This design comes from an exercise in tuning for small area and a short achievable clock period on the open sky130 flow, not from production work. Where RTL was checked, it was by simulation tests only, not by an equivalence proof against the original. Power figures rest on the tool's default switching activity, not on a simulated workload.

==> inputs of run a <==
## gemini
module gemini #(
    parameter [31:0] WRITE_PULSE    = 32'd2,
    parameter [31:0] READ_DELAY     = 32'd3,
    parameter [31:0] WRITE_DELAY    = 32'd1,
    parameter [31:0] HS_TIMEOUT     = 32'd100,
    parameter        HS_ENFORCE     = 1'b0,
    parameter        CAN_INIT_RESET = 1'b1,
    parameter [31:0] IDLE_TO_RESET  = 32'd12
) (
    input  wire        clk,
    input  wire        rst,
    input  wire        rx,
    input  wire        cmd_valid,
    input  wire [39:0] cmd,
    output wire        tx,
    output reg  [2:0]  resp_code,
    output reg  [31:0] resp_data
);
Settings: LEC_CHECK=0, CAP_MARGIN=20, CORE_MARGIN=2, CORE_UTILIZATION=50, SLEW_MARGIN=20, SYNTH_HIERARCHICAL=1, SYNTH_MINIMUM_KEEP_SIZE=0; clock period 15.0 ns.
standard.sh (not shown) runs the stock make flow with config.mk's settings and CLKGATE_MAP_FILE= SYNTH_SCRIPT=/design/flow/synth_recipe.tcl, a recipe that flattens the netlist after the stock synthesis.
==> flow/flow/run.sh <==
#!/bin/bash
# Own layout flow: the standard ORFS flow (standard synthesis unchanged)
# with these changes to how the layout is optimised:
#  - sizing may swap a cell for one of another footprint,
#  - the port buffers are buf_4 cells,
#  - the timing repair aims for extra setup slack on the worst endpoints,
#  - clock tree: larger sink clusters, no dummy loads.
# Each ORFS step writes its own log under orfs/logs; make's output goes to
# flow_make.log.
set -uo pipefail
bash standard.sh \
  MATCH_CELL_FOOTPRINT=0 \
  "BUFFER_PORTS_ARGS=-buffer_cell sky130_fd_sc_hd__buf_4" \
  SETUP_SLACK_MARGIN=7 \
  TNS_END_PERCENT=10 \
  "CTS_ARGS=-sink_clustering_enable -repair_clock_nets -dont_use_dummy_load -sink_clustering_size 20 -sink_clustering_max_diameter 100 -buf_list {sky130_fd_sc_hd__clkbuf_8 sky130_fd_sc_hd__clkbuf_16}" \
  finish > flow_make.log 2>&1
==> run b: changes against run a <==
--- a/flow/design.v
+++ b/flow/design.v
@@ -28,13 +28,12 @@
                      OP_FBREAD = 8'h25, OP_FTODET = 8'h26, OP_FTOCNT = 8'h27,
                      OP_FTORESET = 8'h28, OP_STATUS = 8'h30, OP_FSTATUS = 8'h31;
     integer i;
     reg [63:0] obq;                
     reg [63:0] ibm;                
     reg [5:0]  ib_rd;
-    reg [5:0]  ib_rd8;             
     reg [6:0]  ib_cnt, ob_cnt;
     reg [1:0]  ch_state;
     reg        self_init, frame_end, edge_flag;
     reg [31:0] elapsed;            
     reg        rx_q;
     reg        tx_r;
@@ -82,17 +81,19 @@
         end
     end
     reg [7:0] ib_lane, ib_o;
     reg [2:0] ib_row;
     always @* begin
         for (i = 0; i < 8; i = i + 1) begin
-            ib_row = (i < ib_rd[2:0]) ? ib_rd8[5:3] : ib_rd[5:3];
+            ib_row = ib_rd[5:3] + ((i < ib_rd[2:0]) ? 3'd1 : 3'd0);
             ib_lane[i] = ibm[{ib_row, i[2:0]}];
         end
-        ib_o = {ib_lane, ib_lane} >> ib_rd[2:0];
+        for (i = 0; i < 8; i = i + 1)
+            ib_o[i] = ib_lane[(ib_rd[2:0] + i) & 7];
     end
+    wire [5:0] ib_rd8 = ib_rd + 6'd8;
     wire       ib_o8  = ibm[ib_rd8];
     wire [5:0] ib_wp  = ib_rd + ib_cnt[5:0];
     wire [7:0]  op  = cmd[39:32];
     wire [31:0] arg = cmd[31:0];
     wire z_31_16 = (arg[31:16] == 16'd0);
     wire z_15_8  = (arg[15:8]  == 8'd0);
@@ -167,19 +168,26 @@
     wire pulse_load = pulse_ok & ~pulse_zero;
     wire can_init2 = c_setinit ? arg[0] : can_init;
     wire timeout2  = c_setidle ? (elapsed >= arg) : el_ge_idle;
     wire begin_bad = (arg[15:0] == 16'd0) | (arg[15:0] > 16'd256);
     wire begin_ok  = c_begin & ~begin_bad;
     wire idx_clr   = begin_ok | c_getframe | c_resetframe;
-    wire fb_lt8;
-    gemini_lt8 u_lt (.a(arg[7:0]), .b(fb_len[7:0]), .lt(fb_lt8));
-    wire fb_rd_bad = ~(z_15_8 & (fb_len[8] | fb_lt8));
+    wire fb_rd_bad = (arg[15:0] >= {7'd0, fb_len});
     wire [7:0] wb_idx   = fb_idx[7:0] - 8'd1;
-    wire       wb_eq;
-    gemini_eq8 u_eq (.a(arg[7:0]), .b(wb_idx), .eq(wb_eq));
-    wire       wb_hit   = wb_valid & wb_eq;
+    wire       wb_hit   = wb_valid & (arg[7:0] == wb_idx);
+    wire [7:0] fb_tree;
+    genvar gb, gq, gk;
+    generate
+        for (gb = 0; gb < 8; gb = gb + 1) begin : g_rd
+            wire [255:0] col;
+            for (gk = 0; gk < 256; gk = gk + 1) begin : g_col
+                assign col[gk] = fb[gk][gb];
+            end
+            gemini_rdbit u (.d(col), .a(arg[7:0]), .y(fb_tree[gb]));
+        end
+    endgenerate
     wire v_ok  = cmd_valid & ~rst;
     wire vl    = v_ok & legal;
     wire ob_fits_raw = o_sendbit ? ob_fit1 : (o_sendbyte ? ob_fit8 : ob_fit9);
     wire full_raw  = o_push & ~ob_fits_raw;
     wire empty_raw = (o_recvbit & ib_z) | (o_recvbyte & ~ib_ge8);
     wire busy_raw  = o_pulse & pulse_busy;
@@ -203,25 +211,19 @@
             ({32{o_ftocnt}} & fto_cnt) |
             ({32{o_status}} & {2'b00, ob_cnt, ib_cnt, fto_nz, complete, in_sub,
                                fc_state, fc_en, 1'b0, can_init,
                                (pulse_busy & ~pulse_last), rx, tx1,
                                e1, frame_end, self_init, ch_state}) |
             ({32{o_fstatus}} & {2'b00, acc, bitcnt, fb_len, fb_idx});
-    wire [7:0] fb_tree;
-    genvar gb, gq, gk;
+    wire [7:0] fb_out;
+    genvar go_;
     generate
-        for (gb = 0; gb < 8; gb = gb + 1) begin : g_rd
-            wire [255:0] col;
-            for (gk = 0; gk < 256; gk = gk + 1) begin : g_col
-                assign col[gk] = fb[gk][gb];
-            end
-            gemini_rdbit u (.d(col), .a(arg[7:0]), .g(fb_gate), .on(~(vl & other_raw[gb])),
-                            .y(fb_tree[gb]));
+        for (go_ = 0; go_ < 8; go_ = go_ + 1) begin : g_out
+            gemini_ao u (.t(fb_tree[go_]), .g(fb_gate), .o(vl & other_raw[go_]), .y(fb_out[go_]));
         end
     endgenerate
-    wire [7:0] fb_out = fb_tree;     
     always @* begin
         resp_data = ({32{vl}} & other_raw);
         resp_data[7:0] = fb_out;
     end
     wire run4 = ~pulse_busy & ~pulse_load;
     reg  [1:0] ch4;
@@ -335,15 +337,12 @@
     wire [6:0] ob_cnt_n =
         ob_full_resp ? (ob_pop ? 7'd63 : 7'd64) :
         c_sendsf     ? (ob_pop ? ob_cnt + 7'd8 : ob_cnt + 7'd9) :
         c_sendbyte   ? (ob_pop ? ob_cnt + 7'd7 : ob_cnt + 7'd8) :
         c_sendbit    ? (ob_pop ? ob_cnt        : ob_cnt + 7'd1) :
                        (ob_pop ? ob_cnt - 7'd1 : ob_cnt);
-    wire [5:0] ib_rd8_n = p1_8 ? (ib_pop5 ? ib_rd + 6'd17 : ib_rd + 6'd16) :
-                          p1_1 ? (ib_pop5 ? ib_rd + 6'd10 : ib_rd + 6'd9) :
-                                 (ib_pop5 ? ib_rd + 6'd9 : ib_rd8);
     wire [5:0] ib_rd_n = p1_8 ? (ib_pop5 ? ib_rd + 6'd9 : ib_rd + 6'd8) :
                          p1_1 ? (ib_pop5 ? ib_rd + 6'd2 : ib_rd + 6'd1) :
                                 (ib_pop5 ? ib_rd + 6'd1 : ib_rd);
     wire [6:0] ib_cnt_n =
         p1_8 ? (ib_push ? (ib_pop5 ? ib_cnt - 7'd8 : ib_cnt - 7'd7)
                         : (ib_pop5 ? ib_cnt - 7'd9 : ib_cnt - 7'd8)) :
@@ -361,13 +360,13 @@
     wire in_sub_n = f_start | (~f_clr & ~fb_we & in_sub3);
     wire [31:0] fto_n = f_inc ? (c_ftoreset ? 32'd1 : fto_cnt + 32'd1) :
                         c_ftoreset ? 32'd0 : fto_cnt;
     wire [255:0] fb_wsel = 256'd1 << wb_idx;
     always @(posedge clk) begin
         if (rst) begin
-            ib_cnt <= 7'd0; ob_cnt <= 7'd0; ib_rd <= 6'd0; ib_rd8 <= 6'd8;
+            ib_cnt <= 7'd0; ob_cnt <= 7'd0; ib_rd <= 6'd0;
             ch_state <= CH_IDLE;
             self_init <= 1'b0; frame_end <= 1'b0;
             edge_flag <= 1'b0;
             elapsed <= 32'd0;
             rx_q <= 1'b1;
             tx_r <= 1'b0;
@@ -376,13 +375,13 @@
             idle_to <= IDLE_TO_RESET;
             fc_en <= 1'b0; fc_state <= FC_WFS;
             fb_len <= 9'd0; fb_idx <= 9'd0;
             in_sub <= 1'b0; acc <= 8'd0; bitcnt <= 4'd0;
             fto_cnt <= 32'd0;
         end else begin
-            ib_cnt <= ib_cnt_n; ob_cnt <= ob_cnt_n; ib_rd <= ib_rd_n; ib_rd8 <= ib_rd8_n;
+            ib_cnt <= ib_cnt_n; ob_cnt <= ob_cnt_n; ib_rd <= ib_rd_n;
             ch_state <= ch4;
             self_init <= si4; frame_end <= fe4;
             edge_flag <= e4;
             elapsed <= set4 ? 32'd1 : elapsed + 32'd1;
             rx_q <= rx;
             if (ld4) begin
@@ -427,17 +426,18 @@
     output wire       y
 );
     assign y = (d[0] & s[0]) | (d[1] & s[1]) | (d[2] & s[2]) | (d[3] & s[3]);
 endmodule
 module gemini_rdq (
     input  wire [63:0] d,
-    input  wire [3:0]  s1,
-    input  wire [3:0]  s2,
-    input  wire [3:0]  s3,
+    input  wire [5:0]  a,
     output wire        y
 );
+    wire [3:0] s1 = 4'd1 << a[1:0];
+    wire [3:0] s2 = 4'd1 << a[3:2];
+    wire [3:0] s3 = 4'd1 << a[5:4];
     wire [15:0] l1;
     wire [3:0]  l2;
     genvar g;
     generate
         for (g = 0; g < 16; g = g + 1) begin : g_l1
             gemini_sel4 u (.d(d[4*g+3:4*g]), .s(s1), .y(l1[g]));
@@ -448,70 +448,26 @@
     endgenerate
     gemini_sel4 u3 (.d(l2), .s(s3), .y(y));
 endmodule
 module gemini_rdbit (
     input  wire [255:0] d,
     input  wire [7:0]   a,
-    input  wire         g,       
-    input  wire         on,      
     output wire         y
 );
     wire [3:0] q;
-    wire [3:0] s1 = 4'd1 << a[1:0];
-    wire [3:0] s2 = 4'd1 << a[3:2];
-    wire [3:0] s3 = 4'd1 << a[5:4];
-    wire [3:0] s4 = (4'd1 << a[7:6]) & {4{g}};
-    genvar gi;
+    wire [3:0] s4 = 4'd1 << a[7:6];
+    genvar g;
     generate
-        for (gi = 0; gi < 4; gi = gi + 1) begin : g_q
-            gemini_rdq u (.d(d[64*gi+63:64*gi]), .s1(s1), .s2(s2), .s3(s3), .y(q[gi]));
+        for (g = 0; g < 4; g = g + 1) begin : g_q
+            gemini_rdq u (.d(d[64*g+63:64*g]), .a(a[5:0]), .y(q[g]));
         end
     endgenerate
-    gemini_sel4o u4 (.d(q), .s(s4), .on(on), .y(y));
-endmodule
-module gemini_sel4o (
-    input  wire [3:0] d,
-    input  wire [3:0] s,
-    input  wire       on,
-    output wire       y
-);
-    wire n0, n1;
-    gemini_aoi22 u0 (.a(d[0]), .b(s[0]), .c(d[1]), .d(s[1]), .y(n0));
-    gemini_aoi22 u1 (.a(d[2]), .b(s[2]), .c(d[3]), .d(s[3]), .y(n1));
-    gemini_nand3 u2 (.a(n0), .b(n1), .c(on), .y(y));
-endmodule
-module gemini_aoi22 (
-    input  wire a, b, c, d,
-    output wire y
-);
-    assign y = ~((a & b) | (c & d));
+    gemini_sel4 u4 (.d(q), .s(s4), .y(y));
 endmodule
-module gemini_nand3 (
-    input  wire a, b, c,
+module gemini_ao (
+    input  wire t,
+    input  wire g,
+    input  wire o,
     output wire y
 );
-    assign y = ~(a & b & c);
-endmodule
-module gemini_eq8 (
-    input  wire [7:0] a,
-    input  wire [7:0] b,
-    output wire       eq
-);
-    assign eq = (a == b);
-endmodule
-module gemini_lt8 (
-    input  wire [7:0] a,
-    input  wire [7:0] b,
-    output reg        lt
-);
-    integer i, j;
-    reg t;
-    always @* begin
-        lt = 1'b0;
-        for (i = 0; i < 8; i = i + 1) begin
-            t = ~a[i] & b[i];
-            for (j = i + 1; j < 8; j = j + 1)
-                t = t & ~(a[j] ^ b[j]);
-            lt = lt | t;
-        end
-    end
+    assign y = (t & g) | o;
 endmodule
==> run c: changes against run a <==
--- a/flow/design.v
+++ b/flow/design.v
@@ -85,13 +85,14 @@
     reg [2:0] ib_row;
     always @* begin
         for (i = 0; i < 8; i = i + 1) begin
             ib_row = (i < ib_rd[2:0]) ? ib_rd8[5:3] : ib_rd[5:3];
             ib_lane[i] = ibm[{ib_row, i[2:0]}];
         end
-        ib_o = {ib_lane, ib_lane} >> ib_rd[2:0];
+        for (i = 0; i < 8; i = i + 1)
+            ib_o[i] = ib_lane[(ib_rd[2:0] + i) & 7];
     end
     wire       ib_o8  = ibm[ib_rd8];
     wire [5:0] ib_wp  = ib_rd + ib_cnt[5:0];
     wire [7:0]  op  = cmd[39:32];
     wire [31:0] arg = cmd[31:0];
     wire z_31_16 = (arg[31:16] == 16'd0);
@@ -174,12 +175,23 @@
     gemini_lt8 u_lt (.a(arg[7:0]), .b(fb_len[7:0]), .lt(fb_lt8));
     wire fb_rd_bad = ~(z_15_8 & (fb_len[8] | fb_lt8));
     wire [7:0] wb_idx   = fb_idx[7:0] - 8'd1;
     wire       wb_eq;
     gemini_eq8 u_eq (.a(arg[7:0]), .b(wb_idx), .eq(wb_eq));
     wire       wb_hit   = wb_valid & wb_eq;
+    wire [7:0] fb_tree;
+    genvar gb, gq, gk;
+    generate
+        for (gb = 0; gb < 8; gb = gb + 1) begin : g_rd
+            wire [255:0] col;
+            for (gk = 0; gk < 256; gk = gk + 1) begin : g_col
+                assign col[gk] = fb[gk][gb];
+            end
+            gemini_rdbit u (.d(col), .a(arg[7:0]), .y(fb_tree[gb]));
+        end
+    endgenerate
     wire v_ok  = cmd_valid & ~rst;
     wire vl    = v_ok & legal;
     wire ob_fits_raw = o_sendbit ? ob_fit1 : (o_sendbyte ? ob_fit8 : ob_fit9);
     wire full_raw  = o_push & ~ob_fits_raw;
     wire empty_raw = (o_recvbit & ib_z) | (o_recvbyte & ~ib_ge8);
     wire busy_raw  = o_pulse & pulse_busy;
@@ -203,25 +215,19 @@
             ({32{o_ftocnt}} & fto_cnt) |
             ({32{o_status}} & {2'b00, ob_cnt, ib_cnt, fto_nz, complete, in_sub,
                                fc_state, fc_en, 1'b0, can_init,
                                (pulse_busy & ~pulse_last), rx, tx1,
                                e1, frame_end, self_init, ch_state}) |
             ({32{o_fstatus}} & {2'b00, acc, bitcnt, fb_len, fb_idx});
-    wire [7:0] fb_tree;
-    genvar gb, gq, gk;
+    wire [7:0] fb_out;
+    genvar go_;
     generate
-        for (gb = 0; gb < 8; gb = gb + 1) begin : g_rd
-            wire [255:0] col;
-            for (gk = 0; gk < 256; gk = gk + 1) begin : g_col
-                assign col[gk] = fb[gk][gb];
-            end
-            gemini_rdbit u (.d(col), .a(arg[7:0]), .g(fb_gate), .on(~(vl & other_raw[gb])),
-                            .y(fb_tree[gb]));
+        for (go_ = 0; go_ < 8; go_ = go_ + 1) begin : g_out
+            gemini_ao u (.t(fb_tree[go_]), .g(fb_gate), .o(vl & other_raw[go_]), .y(fb_out[go_]));
         end
     endgenerate
-    wire [7:0] fb_out = fb_tree;     
     always @* begin
         resp_data = ({32{vl}} & other_raw);
         resp_data[7:0] = fb_out;
     end
     wire run4 = ~pulse_busy & ~pulse_load;
     reg  [1:0] ch4;
@@ -448,51 +454,34 @@
     endgenerate
     gemini_sel4 u3 (.d(l2), .s(s3), .y(y));
 endmodule
 module gemini_rdbit (
     input  wire [255:0] d,
     input  wire [7:0]   a,
-    input  wire         g,       
-    input  wire         on,      
     output wire         y
 );
     wire [3:0] q;
     wire [3:0] s1 = 4'd1 << a[1:0];
     wire [3:0] s2 = 4'd1 << a[3:2];
     wire [3:0] s3 = 4'd1 << a[5:4];
-    wire [3:0] s4 = (4'd1 << a[7:6]) & {4{g}};
-    genvar gi;
+    wire [3:0] s4 = 4'd1 << a[7:6];
+    genvar g;
     generate
-        for (gi = 0; gi < 4; gi = gi + 1) begin : g_q
-            gemini_rdq u (.d(d[64*gi+63:64*gi]), .s1(s1), .s2(s2), .s3(s3), .y(q[gi]));
+        for (g = 0; g < 4; g = g + 1) begin : g_q
+            gemini_rdq u (.d(d[64*g+63:64*g]), .s1(s1), .s2(s2), .s3(s3), .y(q[g]));
         end
     endgenerate
-    gemini_sel4o u4 (.d(q), .s(s4), .on(on), .y(y));
-endmodule
-module gemini_sel4o (
-    input  wire [3:0] d,
-    input  wire [3:0] s,
-    input  wire       on,
-    output wire       y
-);
-    wire n0, n1;
-    gemini_aoi22 u0 (.a(d[0]), .b(s[0]), .c(d[1]), .d(s[1]), .y(n0));
-    gemini_aoi22 u1 (.a(d[2]), .b(s[2]), .c(d[3]), .d(s[3]), .y(n1));
-    gemini_nand3 u2 (.a(n0), .b(n1), .c(on), .y(y));
-endmodule
-module gemini_aoi22 (
-    input  wire a, b, c, d,
-    output wire y
-);
-    assign y = ~((a & b) | (c & d));
+    gemini_sel4 u4 (.d(q), .s(s4), .y(y));
 endmodule
-module gemini_nand3 (
-    input  wire a, b, c,
+module gemini_ao (
+    input  wire t,
+    input  wire g,
+    input  wire o,
     output wire y
 );
-    assign y = ~(a & b & c);
+    assign y = (t & g) | o;
 endmodule
 module gemini_eq8 (
     input  wire [7:0] a,
     input  wire [7:0] b,
     output wire       eq
 );
==> comparison <==
Global-route usage: run c > run a > run b.
Combinational power: run b < run a < run c.
Of run c and run a, run c has the higher first-iteration DRC count (gap about 7%, measured against run a).
Synthesized cell count: run b > run a > run c.
Clock skew: run b < run c < run a.
Worst hold slack, lowest first: run a, run b, run c.
Wire length, lowest first: run b, run a, run c.
The highest sequential share of layout area belongs to run a, the lowest to run c.
Of run b and run c, run b has the higher die area (gap 1.4%, measured against run c).
==> figures <==
| item | run a | run b | run c |
|---|---|---|---|
| Multi-input logic area | 0.03148 mm² | 0.03277 mm² | 0.03242 mm² |
| Final std cells w/o fill | 10496 | 10610 | 10615 |
| Fraction of final layout cells with drive strength greater than 1 | 10.35% | 11.03% | 13.46% |
| Cell internal power dissipation | 9.117 mW | 9.097 mW | 9.240 mW |
| Number of cells produced by synthesis | 7608 | 7783 | 7596 |
| Compound-gate portion of the synthesized area | 15.30% | 14.54% | 15.30% |
| First-pass detailed-route iteration total | 13 | 8 | 9 |
| Number of buffers added by the clock tree synthesis step | 138 | 138 | 139 |
| Crit path buf inv count | 4 | 3 | 3 |
| Portion of synthesized cell area occupied by the leading cell type | 63.16% | 62.22% | 63.11% |
| Total stage count of the critical path | 13 | 13 | 11 |
| Area of the core | 0.1997 mm² | 0.2025 mm² | 0.1999 mm² |
| Final non-clock buffer share | 2.484% | 1.916% | 4.076% |
| FF/Latch Area | 0.06869 mm² | 0.06857 mm² | 0.06869 mm² |
| Clock power share | 30.9% | 31.2% | 30.4% |
| Result of the run | finished clean | finished clean | finished clean |
| Final Instance Area | 0.1102 mm² | 0.1107 mm² | 0.1131 mm² |
| Total routed wirelength | 391200 µm | 363000 µm | 413700 µm |
| Number of non-clock buffers in the layout | 280 | 217 | 381 |
For run b, only the layout was checked, not whether the RTL still works.

==> what the ideal ports hide <==
Ports are ideal in the flow. The routed layouts listed here were re-timed in OpenROAD.
Step 1 sets driving cells, clkbuf_16 on the clock port and buf_2 on the other inputs (assumed; they add their load-dependent delay and slew).
Step 2 adds t to the input delays and takes it off the output delays; t is the mean of the earliest and latest rising clock arrival at the registers after step 1. Input paths then give back, and output paths get back, about the clock's delay inside the block.
Three values: ideal ports, drivers, drivers and shift; two values: the first two.
run	t, ns	setup slack, ns	worst setup path at the end
run a	0.898	5.857 / 5.726 / 5.726	input to output
run b	0.899	5.765 / 5.546 / 5.546	input to output
run c	0.903	5.919 / 5.377 / 5.377	input to output
After both steps setup and hold are still met in every run listed. For run c, which loses most, drivers alone change the setup slack by -0.542 ns; drivers and shift together by -0.542 ns.
